From an optimization exercise on the open Yosys and OpenROAD flow, aimed at small area, a short achievable clock period and few clock cycles; shortcuts taken in it are not production practice. Function was checked by simulation only, so behaviour that the tests miss may differ from the original. Power and IR drop assume default switching activity.

==> inputs of trial 29 <==
## framer
module framer (
    input  wire        clk,
    input  wire        rst,         
    input  wire        bus_we,
    input  wire [7:0]  bus_addr,
    input  wire [31:0] bus_wdata,
    output reg  [31:0] bus_rdata,
    output reg  [7:0]  tx_data,
    output wire        tx_last,
    output wire        tx_valid,
    input  wire        tx_ready
);
==> flow/config.mk <==
export PLATFORM = sky130hd
export DESIGN_NAME = framer
export DESIGN_NICKNAME = framer
export VERILOG_FILES = /design/flow/design.v
export SDC_FILE = /design/flow/constraint.sdc
export NUM_CORES = 4
export LEC_CHECK = 0
export ABC_AREA = 1
export CAP_MARGIN = 20
export CORE_MARGIN = 2
export CORE_UTILIZATION = 40
export CTS_CLUSTER_DIAMETER = 110
export CTS_CLUSTER_SIZE = 24
export SETUP_SLACK_MARGIN = 4.0
export SLEW_MARGIN = 20
==> flow/constraint.sdc <==
create_clock -name core_clock -period 10.0 [get_ports {clk}]
set_input_delay 2.0000 -clock core_clock [delete_from_list [all_inputs] [get_ports {clk}]]
set_output_delay 2.0000 -clock core_clock [all_outputs]
set_load 0.01 [all_outputs]
run.sh (not shown) runs the stock make flow with config.mk's settings and CLKGATE_MAP_FILE= SYNTH_SCRIPT=/design/flow/synth_recipe.tcl, a recipe that flattens the netlist after the stock synthesis.
==> build 31 (differences from trial 29) <==
--- a/flow/design.v
+++ b/flow/design.v
@@ -30,204 +30,98 @@
     output wire [51:0] frac,
     output wire [10:0] expo
 );
     localparam [1:0] S_IDLE = 2'd0, S_LOAD = 2'd1, S_RUN = 2'd2;
     localparam [17:0] DV1 = 18'd13070;    
     localparam [11:0] DV2 = 12'd200;      
     reg  [1:0]  st;
-    reg  [3:0]  cnt;
-    reg  [51:0] w;
+    reg  [4:0]  cnt;
+    reg  [55:0] w;
     reg  [13:0] r;        
     reg  [7:0]  rb;       
     reg  [5:0]  dl;       
     reg         nzr;
     reg         alr;      
     reg         al2;      
     wire run  = (st == S_RUN);
-    wire c3   = (cnt == 4'd3);
-    wire d1on = (cnt <= 4'd12);
-    wire d2on = lay14 && (cnt >= 4'd3);
+    wire c3   = (cnt == 5'd3);
+    wire d1on = (cnt <= 5'd13);
+    wire d2on = lay14 && (cnt >= 5'd3);
     assign idle = (st == S_IDLE);
-    assign fin  = run && (lay14 ? (cnt == 4'd15) : (cnt == 4'd12));
-    assign frac = w;
+    assign fin  = run && (lay14 ? (cnt == 5'd16) : (cnt == 5'd13));
+    assign frac = w[51:0];
     assign expo = nzr ? {~dl[5], {5{dl[5]}}, dl[4:0]} : 11'd0;
-    wire [17:0] t1 = {r, w[51:48]};
+    wire [17:0] t1 = {r, w[55:52]};
     reg  [3:0]  q1;
     reg  [17:0] m1;
     integer j;
     always @(*) begin
         q1 = 4'd0;
         for (j = 1; j < 16; j = j + 1)
             if (t1 >= j * DV1) q1 = j[3:0];
         m1 = q1 * DV1;
     end
     wire [17:0] r1 = t1 - m1;
-    wire        al2n = (w[11:6] >= 6'd36);
-    wire [8:0]  rb0a = {1'b1, w[11:4]} - 9'd200;
-    wire [8:0]  rb0b = {2'b01, w[11:5]} - 9'd200;
+    wire        al2n = (w[8:2] >= 7'd100);
     wire        a2   = c3 ? al2n : al2;
-    wire [7:0]  rb0  = c3 ? (nzr ? (al2n ? rb0b[7:0] : rb0a[7:0]) : 8'd0) : rb;
-    wire [3:0]  din2 = (cnt == 4'd15) ? 4'b0100 :
-                       (cnt == 4'd14) ? (a2 ? {w[4], 3'b110} : 4'b0110) :
+    wire [7:0]  rb0  = c3 ? (al2n ? {4'd0, w[8:5]} : {3'd0, w[8:4]}) : rb;
+    wire [3:0]  din2 = (cnt == 5'd16) ? 4'b0100 :
+                       (cnt == 5'd15) ? (a2 ? {w[4], 3'b110} : 4'b0110) :
                        (a2 ? w[4:1] : w[3:0]);
     wire [11:0] t2 = {rb0, din2};
     reg  [3:0]  q2;
     reg  [11:0] m2;
     always @(*) begin
         q2 = 4'd0;
         for (j = 1; j < 16; j = j + 1)
             if (t2 >= j * DV2) q2 = j[3:0];
         m2 = q2 * DV2;
     end
     wire [11:0] r2 = t2 - m2;
-    wire        al  = (mn[31:18] >= 14'd13070);
-    wire [14:0] ra  = {1'b0, mn[31:18]} - 15'd13070;
-    wire [14:0] rna = mn[31:17] - 15'd13070;
-    always @(posedge clk) begin
-        if (rst)
-            st <= S_IDLE;
-        else if (start)
-            st <= S_LOAD;
-        else if (st == S_LOAD)
-            st <= S_RUN;
-        else if (fin)
-            st <= S_IDLE;
-    end
-    always @(posedge clk) begin
-        if (st == S_LOAD) begin
-            w   <= al ? {mn[17:0], 21'd0, 13'd6535} : {mn[16:0], 22'd0, 13'd6535};
-            r   <= nz ? (al ? ra[13:0] : rna[13:0]) : 14'd0;
-            dl  <= {1'b0, msb} - 6'd13;
-            alr <= al;
-            nzr <= nz;
-            cnt <= 4'd0;
-        end else if (run) begin
-            cnt <= cnt + 4'd1;
-            if (d1on)
-                r <= r1[13:0];
-            if (d2on)
-                rb <= r2[7:0];
-            if (cnt == 4'd0)
-                dl <= dl - {5'd0, ~alr};
-            if (c3 && lay14) begin
-                al2 <= al2n;
-                dl  <= dl - (al2n ? 6'd6 : 6'd7);
-            end
-            if (!d2on)
-                w <= {w[47:0], q1};
-            else if (cnt <= 4'd13)
-                w <= {w[47:8], q2, w[3:0], q1};
-            else if (cnt == 4'd14)
-                w <= {w[51:8], q2, w[3:0]};
-            else
-                w <= {w[51:4], q2};
-        end
-    end
-endmodule
-module rot_eng8 (
-    input  wire        clk,
-    input  wire        rst,
-    input  wire        start,     
-    input  wire        lay14,     
-    input  wire [31:0] mn,        
-    input  wire [4:0]  msb,
-    input  wire        nz,
-    output wire        idle,
-    output wire        fin,       
-    output wire [51:0] frac,
-    output wire [10:0] expo
-);
-    localparam [1:0] S_IDLE = 2'd0, S_LOAD = 2'd1, S_RUN = 2'd2;
-    localparam [16:0] DV1 = 17'd13070;    
-    localparam [10:0] DV2 = 11'd200;      
-    reg  [1:0]  st;
-    reg  [4:0]  cnt;
-    reg  [53:0] w;
-    reg  [13:0] r;        
-    reg  [7:0]  rb;       
-    reg  [5:0]  dl;       
-    reg         nzr;
-    reg         alr;      
-    reg         al2;      
-    wire run  = (st == S_RUN);
-    wire c4   = (cnt == 5'd4);
-    wire d1on = (cnt <= 5'd17);
-    wire d2on = lay14 && (cnt >= 5'd4);
-    assign idle = (st == S_IDLE);
-    assign fin  = run && (lay14 ? (cnt == 5'd21) : (cnt == 5'd17));
-    assign frac = w[51:0];
-    assign expo = nzr ? {~dl[5], {5{dl[5]}}, dl[4:0]} : 11'd0;
-    wire [16:0] t1 = {r, w[53:51]};
-    reg  [2:0]  q1;
-    reg  [16:0] m1;
-    integer j;
-    always @(*) begin
-        q1 = 3'd0;
-        for (j = 1; j < 8; j = j + 1)
-            if (t1 >= j * DV1) q1 = j[2:0];
-        m1 = q1 * DV1;
-    end
-    wire [16:0] r1 = t1 - m1;
-    wire        al2n = (w[10:4] >= 7'd100);
-    wire        a2   = c4 ? al2n : al2;
-    wire [7:0]  rb0  = c4 ? (nzr ? (al2n ? {2'd0, w[10:5]} : {1'd0, w[10:4]}) : 8'd0) : rb;
-    wire [2:0]  din2 = (cnt >= 5'd20) ? 3'b100 :
-                       (cnt == 5'd19) ? (a2 ? {w[4:3], 1'b1} : {w[3], 2'b01}) :
-                       (a2 ? w[4:2] : w[3:1]);
-    wire [10:0] t2 = {rb0, din2};
-    reg  [2:0]  q2;
-    reg  [10:0] m2;
-    always @(*) begin
-        q2 = 3'd0;
-        for (j = 1; j < 8; j = j + 1)
-            if (t2 >= j * DV2) q2 = j[2:0];
-        m2 = q2 * DV2;
-    end
-    wire [10:0] r2 = t2 - m2;
     wire al = (mn[31:19] >= 13'd6535);
     always @(posedge clk) begin
         if (rst)
             st <= S_IDLE;
         else if (start)
             st <= S_LOAD;
         else if (st == S_LOAD)
             st <= S_RUN;
         else if (fin)
             st <= S_IDLE;
     end
     always @(posedge clk) begin
         if (st == S_LOAD) begin
-            w   <= al ? {mn[19:0], 21'd0, 13'd6535} : {mn[18:0], 22'd0, 13'd6535};
-            r   <= al ? {2'd0, mn[31:20]} : {1'd0, mn[31:19]};
+            w   <= al ? {mn[21:0], 21'd0, 13'd6535} : {mn[20:0], 22'd0, 13'd6535};
+            r   <= al ? {4'd0, mn[31:22]} : {3'd0, mn[31:21]};
             dl  <= {1'b0, msb} - 6'd13;
             alr <= al;
             nzr <= nz;
             cnt <= 5'd0;
         end else if (run) begin
             cnt <= cnt + 5'd1;
             if (d1on)
                 r <= r1[13:0];
             if (d2on)
                 rb <= r2[7:0];
             if (cnt == 5'd0)
                 dl <= dl - {5'd0, ~alr};
-            if (c4 && lay14) begin
+            if (c3 && lay14) begin
                 al2 <= al2n;
                 dl  <= dl - (al2n ? 6'd6 : 6'd7);
             end
             if (!d2on)
-                w <= {w[50:0], q1};
-            else if (cnt <= 5'd18)
-                w <= {w[50:6], q2, w[2:0], q1};
-            else if (cnt == 5'd19)
-                w <= {w[50:6], q2, 6'd0};
-            else if (cnt == 5'd20)
-                w <= {w[53:6], q2, w[2:0]};
+                w <= {w[51:0], q1};
+            else if (cnt <= 5'd13)
+                w <= {w[51:8], q2, w[3:0], q1};
+            else if (cnt == 5'd14)
+                w <= {w[51:8], q2, w[3:0], 4'd0};
+            else if (cnt == 5'd15)
+                w <= {w[55:8], q2, w[3:0]};
             else
-                w <= {w[53:3], q2};
+                w <= {w[55:4], q2};
         end
     end
 endmodule
 module framer (
     input  wire        clk,
     input  wire        rst,         
     input  wire        bus_we,
@@ -299,15 +193,15 @@
     wire        lo_zero = (pos_lo == 24'd0);
     wire [31:0] pos_abs = rx_data[7] ? {~rx_data + {7'd0, lo_zero}, neg_lo}
                                      : {rx_data, pos_lo};
     reg  [31:0] mag;
     always @(posedge clk)
         mag <= pos_abs;
     i2f_norm u_norm (.m(mag), .mn(nm), .msb(nmsb), .nz(nnz));
-    rot_eng8 u_e1 (
+    rot_eng u_e1 (
         .clk(clk), .rst(rst), .start(bw && rxcnt == 5'd11), .lay14(lay14),
         .mn(nm), .msb(nmsb), .nz(nnz), .idle(e1_idle),
         .fin(e1_fin), .frac(e1_frac), .expo(e1_exp)
     );
     rot_eng u_e2 (
         .clk(clk), .rst(rst), .start(bw && rxcnt == 5'd18), .lay14(lay14),
         .mn(nm), .msb(nmsb), .nz(nnz), .idle(e2_idle),
- ABC_AREA: 1 -> unset
- CTS_CLUSTER_DIAMETER: 110 -> unset
- CTS_CLUSTER_SIZE: 24 -> unset
- SETUP_SLACK_MARGIN: 4.0 -> unset
==> trial 50 (differences from trial 29) <==
- SETUP_SLACK_MARGIN: 4.0 -> 4.3
==> qor summary <==
Power Combinational: trial 29 1.04 mW; trial 50 1.06 mW; build 31 0.486 mW
Share of total power in combinational logic: trial 29 23.9%; trial 50 24.2%; build 31 10.5%
Multiplexer share of the synthesized area: trial 29 0.0330%; trial 50 0.0330%; build 31 4.87%
Clock group total power: trial 29 1.16 mW; trial 50 1.16 mW; build 31 2.01 mW
Syn avg cell area: trial 29 7.53 µm²; trial 50 7.53 µm²; build 31 9.06 µm²
Yosys Warn Count: trial 29 3; trial 50 3; build 31 2
Post-placement worst setup slack: trial 29 1.88 ns; trial 50 1.88 ns; build 31 2.15 ns
Maximum clock frequency: trial 29 166 MHz; trial 50 167 MHz; build 31 126 MHz
Synth Instances: trial 29 4032; trial 50 4032; build 31 3340
Proportion of power drawn by the clock network: trial 29 26.6%; trial 50 26.5%; build 31 43.3%
Via count of the routed design: trial 29 29.2k; trial 50 29.6k; build 31 27.0k
R2R cell count: trial 29 33; trial 50 32; build 31 24
Number of nets in the layout: trial 29 4332; trial 50 4388; build 31 3496
Critical path buffer and inverter count: trial 29 9; trial 50 9; build 31 2
Grt met2 use: trial 29 45.4%; trial 50 45.6%; build 31 42.8%
Run status: trial 29 finished clean; trial 50 finished clean; build 31 finished clean
Area of the mapped netlist: trial 29 30300 µm²; trial 50 30300 µm²; build 31 30300 µm²
Max reg flops: trial 29 54; trial 50 54; build 31 -
Final Instance Area: trial 29 35000 µm²; trial 50 36500 µm²; build 31 33700 µm²
Antenna Cells: trial 29 0; trial 50 0; build 31 2
Number of synthesized flops with an enable pin: trial 29 301; trial 50 301; build 31 307
Overall power of the completed layout: trial 29 4.35 mW; trial 50 4.37 mW; build 31 4.64 mW
Worst path setup slack after routing: trial 29 3.96 ns; trial 50 4.03 ns; build 31 2.09 ns
Global-route wire length before repair: trial 29 164 mm; trial 50 166 mm; build 31 160 mm
Testbench counts of trial 29, summed over its fixed seeds: cycles 18,305.
Testbench counts of build 31, summed over its fixed seeds: cycles 18,689.
Testbench counts of trial 50, summed over its fixed seeds: cycles 18,305.

-- afterwards: timing with drivers on the ports --
The flow's constraints put no driver on any port. The routed layouts listed below were extracted and timed again, unchanged, in two steps.
Step 1, drivers: a clkbuf_16 drives clk and a buf_2 each remaining input, both assumed.
Step 2 moves the port delays by t, midway between the first and last clock arrival at a register: inputs arrive t later, outputs are due t later. That takes back most of the time a late clock gives input paths.
Three values: no drivers, after step 1, after step 2; two values: the first two.
| run | t, ns | slack for setup (ns) | cell pins on the clock port's net |
|---|---|---|---|
| trial 29 | 0.666 | 3.959 / 3.921 / 3.921 | 1 |
| build 31 | 0.691 | 2.086 / 2.043 / 2.043 | 1 |
| trial 50 | 0.671 | 4.027 / 3.987 / 3.987 | 1 |
After both steps every run listed still meets setup and hold. The setup slack of build 31, which loses most, moves by -0.043 ns with the drivers and by -0.043 ns with both steps.
